Background: an optimization exercise with open tools, aiming at small area, a short achievable clock period and few clock cycles. Do not read the settings as production practice.
Power figures rest on the tool's default switching activity, not on a simulated workload.

== epsilon ==
==> flow/design.v <==
`timescale 1ns/1ps
module symcodec_rx (
    input  wire        clk,
    input  wire        rst,
    input  wire        in_valid,
    output wire        in_ready,
    input  wire [63:0] in_data,     
    input  wire [3:0]  in_groups,   
    input  wire        in_last,     
    output reg         out_valid,
    output reg  [7:0]  out_byte,
    output reg  [2:0]  out_kind,    
    output reg         done,
    output wire [1:0]  res,         
    output wire [3:0]  cause,       
    output wire        chkmis,
    output wire [15:0] clean_bits,
    output wire [15:0] n_bytes,
    output wire [31:0] pre,
    output wire [15:0] len,
    output wire [7:0]  stored_chk,
    output wire [7:0]  calc_chk,
    output wire [15:0] bad_index,
    output wire [5:0]  bad_win
);
    localparam [2:0] K_PRE = 3'd0, K_LEN = 3'd1, K_PAY = 3'd2, K_CHK = 3'd3, K_TRAIL = 3'd4;
    function [4:0] dec6;
        input [5:0] cw;
        begin
            case (cw)
                6'd13: dec6 = {1'b1, 4'h0};
                6'd14: dec6 = {1'b1, 4'h1};
                6'd19: dec6 = {1'b1, 4'h2};
                6'd21: dec6 = {1'b1, 4'h3};
                6'd22: dec6 = {1'b1, 4'h4};
                6'd25: dec6 = {1'b1, 4'h5};
                6'd26: dec6 = {1'b1, 4'h6};
                6'd28: dec6 = {1'b1, 4'h7};
                6'd35: dec6 = {1'b1, 4'h8};
                6'd37: dec6 = {1'b1, 4'h9};
                6'd38: dec6 = {1'b1, 4'hA};
                6'd41: dec6 = {1'b1, 4'hB};
                6'd42: dec6 = {1'b1, 4'hC};
                6'd44: dec6 = {1'b1, 4'hD};
                6'd49: dec6 = {1'b1, 4'hE};
                6'd50: dec6 = {1'b1, 4'hF};
                default: dec6 = 5'd0;
            endcase
        end
    endfunction
    function [5:0] rev6;
        input [5:0] v;
        rev6 = {v[0], v[1], v[2], v[3], v[4], v[5]};
    endfunction
    function [7:0] join4;
        input [3:0] a;
        input [2:0] na;
        input [3:0] b;
        integer i;
        begin
            for (i = 0; i < 8; i = i + 1)
                join4[i] = (i < na) ? a[i] : (i - na < 4) ? b[i - na] : 1'b0;
        end
    endfunction
    assign in_ready = 1'b1;
    integer k, j;
    reg [7:0] s1_cl;         
    reg [7:0] s1_b;          
    reg       s1_last;
    reg [7:0] cl_in;
    always @(*) begin
        for (k = 0; k < 8; k = k + 1)
            cl_in[k] = in_valid && (in_groups > k) &&
                       ((in_data[8*k +: 8] == 8'h00) || (in_data[8*k +: 8] == 8'hFF));
    end
    always @(posedge clk) begin
        for (k = 0; k < 8; k = k + 1)
            s1_b[k] <= in_data[8*k];
        if (rst) begin
            s1_cl   <= 8'd0;
            s1_last <= 1'b0;
        end else begin
            s1_cl   <= cl_in;
            s1_last <= in_valid && in_last;
        end
    end
    reg [7:0] s2_c;          
    reg [3:0] s2_n;          
    reg       s2_last;
    reg [1:0] pb [0:3];      
    reg [1:0] pn [0:3];      
    reg [3:0] qb [0:1];      
    reg [2:0] qn [0:1];
    reg [7:0] c_cmp;
    reg [3:0] n_cmp;
    always @(*) begin
        for (k = 0; k < 4; k = k + 1) begin
            pb[k][0] = s1_cl[2*k] ? s1_b[2*k] : s1_b[2*k+1];
            pb[k][1] = s1_b[2*k+1];
            pn[k]    = {1'b0, s1_cl[2*k]} + {1'b0, s1_cl[2*k+1]};
        end
        for (k = 0; k < 2; k = k + 1) begin
            qb[k][0] = (pn[2*k] != 2'd0) ? pb[2*k][0] : pb[2*k+1][0];
            qb[k][1] = (pn[2*k] == 2'd2) ? pb[2*k][1] :
                       (pn[2*k] == 2'd1) ? pb[2*k+1][0] : pb[2*k+1][1];
            qb[k][2] = (pn[2*k] == 2'd2) ? pb[2*k+1][0] : pb[2*k+1][1];
            qb[k][3] = pb[2*k+1][1];
            qn[k]    = {1'b0, pn[2*k]} + {1'b0, pn[2*k+1]};
        end
        c_cmp = join4(qb[0], qn[0], qb[1]);
        n_cmp = {1'b0, qn[0]} + {1'b0, qn[1]};
    end
    always @(posedge clk) begin
        s2_c <= c_cmp;
        if (rst) begin
            s2_n    <= 4'd0;
            s2_last <= 1'b0;
        end else begin
            s2_n    <= n_cmp;
            s2_last <= s1_last;
        end
    end
    reg [4:0] acc;           
    reg [2:0] acc_n;         
    reg [11:0] s3_w;         
    reg        s3_g0;        
    reg        s3_b0;        
    reg        s3_g1;        
    reg        s3_b1;        
    reg [3:0]  s3_n;         
    reg        s3_last;
    reg [12:0] seq;
    reg [3:0]  tot;
    reg [1:0]  nw;
    reg [4:0]  acc_nx;
    reg [2:0]  accn_nx;
    always @(*) begin
        for (j = 0; j < 13; j = j + 1) begin
            if (j < acc_n)
                seq[j] = (j < 5) ? acc[j] : 1'b0;
            else if (j - acc_n < 8)
                seq[j] = s2_c[j - acc_n];
            else
                seq[j] = 1'b0;
        end
        tot = {1'b0, acc_n} + s2_n;
        if (tot >= 4'd12) begin
            nw      = 2'd2;
            acc_nx  = {4'd0, seq[12]};
            accn_nx = tot[2:0] - 3'd4;        
        end else if (tot >= 4'd6) begin
            nw      = 2'd1;
            acc_nx  = seq[10:6];
            accn_nx = tot[2:0] - 3'd6;        
        end else begin
            nw      = 2'd0;
            acc_nx  = seq[4:0];
            accn_nx = tot[2:0];
        end
    end
    wire [4:0] dm0 = dec6(seq[5:0]);
    wire [4:0] dm1 = dec6(seq[11:6]);
    wire       m0  = dm0[4];
    wire       m1  = dm1[4];
    always @(posedge clk) begin
        acc  <= acc_nx;
        s3_w <= seq[11:0];
        if (rst) begin
            acc_n   <= 3'd0;
            s3_g0   <= 1'b0;
            s3_b0   <= 1'b0;
            s3_g1   <= 1'b0;
            s3_b1   <= 1'b0;
            s3_n    <= 4'd0;
            s3_last <= 1'b0;
        end else begin
            acc_n   <= s2_last ? 3'd0 : accn_nx;
            s3_g0   <= (nw != 2'd0) &&  m0;
            s3_b0   <= (nw != 2'd0) && !m0;
            s3_g1   <= nw[1] && m0 &&  m1;
            s3_b1   <= nw[1] && m0 && !m1;
            s3_n    <= s2_n;
            s3_last <= s2_last;
        end
    end
    reg        aborted;
    reg        have_low;
    reg [3:0]  low_nib;
    reg [15:0] byte_cnt;
    reg [15:0] clean_cnt;
    reg [31:0] pre_r;
    reg [15:0] len_r;
    reg [7:0]  xor_r;
    reg [7:0]  stored_r;
    reg        got_chk;
    reg        mis_r;        
    reg [5:0]  bad_r;        
    wire        fresh   = done;
    wire        ab_b    = aborted  && !fresh;
    wire        hl_b    = have_low && !fresh;
    wire [15:0] bc_b    = fresh ? 16'd0 : byte_cnt;
    wire [15:0] cc_b    = fresh ? 16'd0 : clean_cnt;
    wire [7:0]  x_b     = fresh ? 8'd0  : xor_r;
    wire        gc_b    = got_chk  && !fresh;
    wire [5:0] w0 = s3_w[5:0];
    wire [5:0] w1 = s3_w[11:6];
    wire [4:0] d0 = dec6(w0);
    wire [4:0] d1 = dec6(w1);
    wire g0   = s3_g0 && !ab_b;
    wire g1   = s3_g1 && !ab_b;
    wire bad0 = s3_b0 && !ab_b;
    wire bad1 = s3_b1 && !ab_b;
    wire bad  = bad0 || bad1;
    wire       byte_go  = hl_b ? g0 : g1;
    wire [7:0] new_byte = hl_b ? {d0[3:0], low_nib} : {d1[3:0], d0[3:0]};
    wire [15:0] chk_pos = len_r + 16'd6;
    wire        at_pre  = fresh || (byte_cnt[15:2] == 14'd0);
    wire        at_len  = !fresh && (byte_cnt[15:1] == 15'd2);
    wire        at_chk  = !fresh && !got_chk && ((byte_cnt[15:3] != 13'd0) || (byte_cnt[2] && byte_cnt[1])) &&
                          (byte_cnt == chk_pos);
    reg  [2:0]  kind;
    always @(*) begin
        if (at_pre)      kind = K_PRE;
        else if (at_len) kind = K_LEN;
        else if (gc_b)   kind = K_TRAIL;
        else if (at_chk) kind = K_CHK;
        else             kind = K_PAY;
    end
    wire ab_nx = ab_b || bad;
    wire gc_nx = gc_b || (byte_go && at_chk);
    wire clr   = s3_last && (ab_nx || !gc_nx);
    wire [7:0] wr_byte = clr ? 8'd0 : new_byte;
    always @(posedge clk) begin
        if (clr || (byte_go && bc_b == 16'd0)) pre_r[7:0]   <= wr_byte;
        if (clr || (byte_go && bc_b == 16'd1)) pre_r[15:8]  <= wr_byte;
        if (clr || (byte_go && bc_b == 16'd2)) pre_r[23:16] <= wr_byte;
        if (clr || (byte_go && bc_b == 16'd3)) pre_r[31:24] <= wr_byte;
        if (clr || (byte_go && bc_b == 16'd4)) len_r[7:0]   <= wr_byte;
        if (clr || (byte_go && bc_b == 16'd5)) len_r[15:8]  <= wr_byte;
        if (clr || (byte_go && at_chk))        stored_r     <= wr_byte;
        if (bad)
            bad_r <= bad0 ? rev6(w0) : rev6(w1);
        out_byte <= new_byte;
        if (g0 && !(hl_b ^ g1))
            low_nib <= g1 ? d1[3:0] : d0[3:0];
        out_kind <= kind;
        if (rst) begin
            aborted   <= 1'b0;
            have_low  <= 1'b0;
            byte_cnt  <= 16'd0;
            clean_cnt <= 16'd0;
            xor_r     <= 8'd0;
            got_chk   <= 1'b0;
            mis_r     <= 1'b0;
            out_valid <= 1'b0;
            done      <= 1'b0;
        end else begin
            aborted   <= ab_nx;
            have_low  <= hl_b ^ g0 ^ g1;
            byte_cnt  <= bc_b + {15'd0, byte_go};
            clean_cnt <= cc_b + {12'd0, s3_n};
            if (clr)
                xor_r <= 8'd0;
            else if (byte_go && kind <= K_PAY)
                xor_r <= x_b ^ new_byte;
            else
                xor_r <= x_b;
            got_chk   <= gc_nx;
            if (clr)
                mis_r <= 1'b0;
            else if (byte_go && at_chk)
                mis_r <= (new_byte != x_b);
            out_valid <= byte_go;
            done      <= s3_last;
        end
    end
    assign res        = {aborted || !got_chk, 1'b1};
    assign cause      = aborted ? 4'd4 : !got_chk ? 4'd5 : mis_r ? 4'd3 : 4'd0;
    assign chkmis     = mis_r;
    assign clean_bits = clean_cnt;
    assign n_bytes    = byte_cnt;
    assign pre        = pre_r;
    assign len        = len_r;
    assign stored_chk = stored_r;
    assign calc_chk   = xor_r;
    assign bad_index  = {byte_cnt[14:0], have_low};
    assign bad_win    = bad_r;
endmodule
Settings: LEC_CHECK=0, CAP_MARGIN=20, CORE_MARGIN=2, CORE_UTILIZATION=40, SLEW_MARGIN=20; clock period 5.0 ns.
run.sh (not shown) runs the stock make flow with config.mk's settings and CLKGATE_MAP_FILE= SYNTH_SCRIPT=/design/flow/synth_recipe.tcl, a recipe that flattens the netlist after the stock synthesis.
The inputs of alpha differ from those of epsilon as listed below.
diff --git a/flow/design.v b/flow/design.v
--- a/flow/design.v
+++ b/flow/design.v
@@ -124,8 +124,5 @@
     reg [2:0] acc_n;         
     reg [11:0] s3_w;         
-    reg        s3_g0;        
-    reg        s3_b0;        
-    reg        s3_g1;        
-    reg        s3_b1;        
+    reg [1:0]  s3_nw;        
     reg [3:0]  s3_n;         
     reg        s3_last;
@@ -159,8 +156,4 @@
         end
     end
-    wire [4:0] dm0 = dec6(seq[5:0]);
-    wire [4:0] dm1 = dec6(seq[11:6]);
-    wire       m0  = dm0[4];
-    wire       m1  = dm1[4];
     always @(posedge clk) begin
         acc  <= acc_nx;
@@ -168,16 +161,10 @@
         if (rst) begin
             acc_n   <= 3'd0;
-            s3_g0   <= 1'b0;
-            s3_b0   <= 1'b0;
-            s3_g1   <= 1'b0;
-            s3_b1   <= 1'b0;
+            s3_nw   <= 2'd0;
             s3_n    <= 4'd0;
             s3_last <= 1'b0;
         end else begin
             acc_n   <= s2_last ? 3'd0 : accn_nx;
-            s3_g0   <= (nw != 2'd0) &&  m0;
-            s3_b0   <= (nw != 2'd0) && !m0;
-            s3_g1   <= nw[1] && m0 &&  m1;
-            s3_b1   <= nw[1] && m0 && !m1;
+            s3_nw   <= nw;
             s3_n    <= s2_n;
             s3_last <= s2_last;
@@ -207,16 +194,17 @@
     wire [4:0] d0 = dec6(w0);
     wire [4:0] d1 = dec6(w1);
-    wire g0   = s3_g0 && !ab_b;
-    wire g1   = s3_g1 && !ab_b;
-    wire bad0 = s3_b0 && !ab_b;
-    wire bad1 = s3_b1 && !ab_b;
+    wire v0   = (s3_nw != 2'd0) && !ab_b;
+    wire v1   = s3_nw[1];
+    wire g0   = v0 && d0[4];
+    wire g1   = g0 && v1 && d1[4];
+    wire bad0 = v0 && !d0[4];
+    wire bad1 = g0 && v1 && !d1[4];
     wire bad  = bad0 || bad1;
     wire       byte_go  = hl_b ? g0 : g1;
     wire [7:0] new_byte = hl_b ? {d0[3:0], low_nib} : {d1[3:0], d0[3:0]};
     wire [15:0] chk_pos = len_r + 16'd6;
-    wire        at_pre  = fresh || (byte_cnt[15:2] == 14'd0);
-    wire        at_len  = !fresh && (byte_cnt[15:1] == 15'd2);
-    wire        at_chk  = !fresh && !got_chk && ((byte_cnt[15:3] != 13'd0) || (byte_cnt[2] && byte_cnt[1])) &&
-                          (byte_cnt == chk_pos);
+    wire        at_pre  = (bc_b[15:2] == 14'd0);
+    wire        at_len  = (bc_b[15:1] == 15'd2);
+    wire        at_chk  = !at_pre && !at_len && !gc_b && (bc_b == chk_pos);
     reg  [2:0]  kind;
     always @(*) begin
### Flow results
Per the comparison of alpha with epsilon, routed wire length down 470 µm; sequential element share of the synthesized area down 1.9 points; die area flat; buffer depth of the longest clock path flat; count of filler cells inserted in the layout up 4.4%.
Summary: hold slack, alpha worse than epsilon
Measured against each other, epsilon and alpha differ in switching power of the nets, the lower figure coming from alpha.
Compared to epsilon, alpha has logic depth of the worst path, buffers included 2 lower.
In the reports for epsilon and alpha, the smaller logic depth of the worst register-to-register path belongs to alpha.
alpha vs epsilon: inverter count of the layout excluding clock inverters down by a few percent
Compared epsilon against alpha; horizontal die dimension within noise.
| final cell count | alpha vs epsilon | 2.0% higher |
Comparing epsilon and alpha, global-route wire length before repair is lower on alpha.
In the reports for epsilon and alpha, the smaller sequential cell area in the final layout belongs to alpha.
Function was not checked in any run of this note: the RTL went through the layout flow alone.

-- separate check: timing with driven ports --
In the flow no input, the clock included, has a driving cell. The finished layouts below were timed again as built, in two steps.
Step 1 (the two cells are an assumption about what drives the block):
set clk [get_ports {clk}]
set_driving_cell -lib_cell sky130_fd_sc_hd__clkbuf_16 $clk
set_driving_cell -lib_cell sky130_fd_sc_hd__buf_2 [delete_from_list [all_inputs] $clk]
Step 2, shift: input delay + t, output delay - t, t = (earliest + latest rising clock arrival at the registers) / 2. This alone moves slack from input paths to output paths.
Three values: ideal ports, drivers, drivers and shift; two values: the first two.
| run | t, ns | slack for setup (ns) | worst setup path at the end | slew at the worst register clock pin (ns) | worst slew at a driven data input, ns |
|---|---|---|---|---|---|
| epsilon | 0.480 | 1.390 / 1.390 / 1.390 | register to register | 0.08 / 0.08 | 0.04 |
| alpha | 0.465 | 0.873 / 0.873 / 0.873 | register to register | 0.08 / 0.08 | 0.04 |
After both steps every run listed still meets setup and hold.
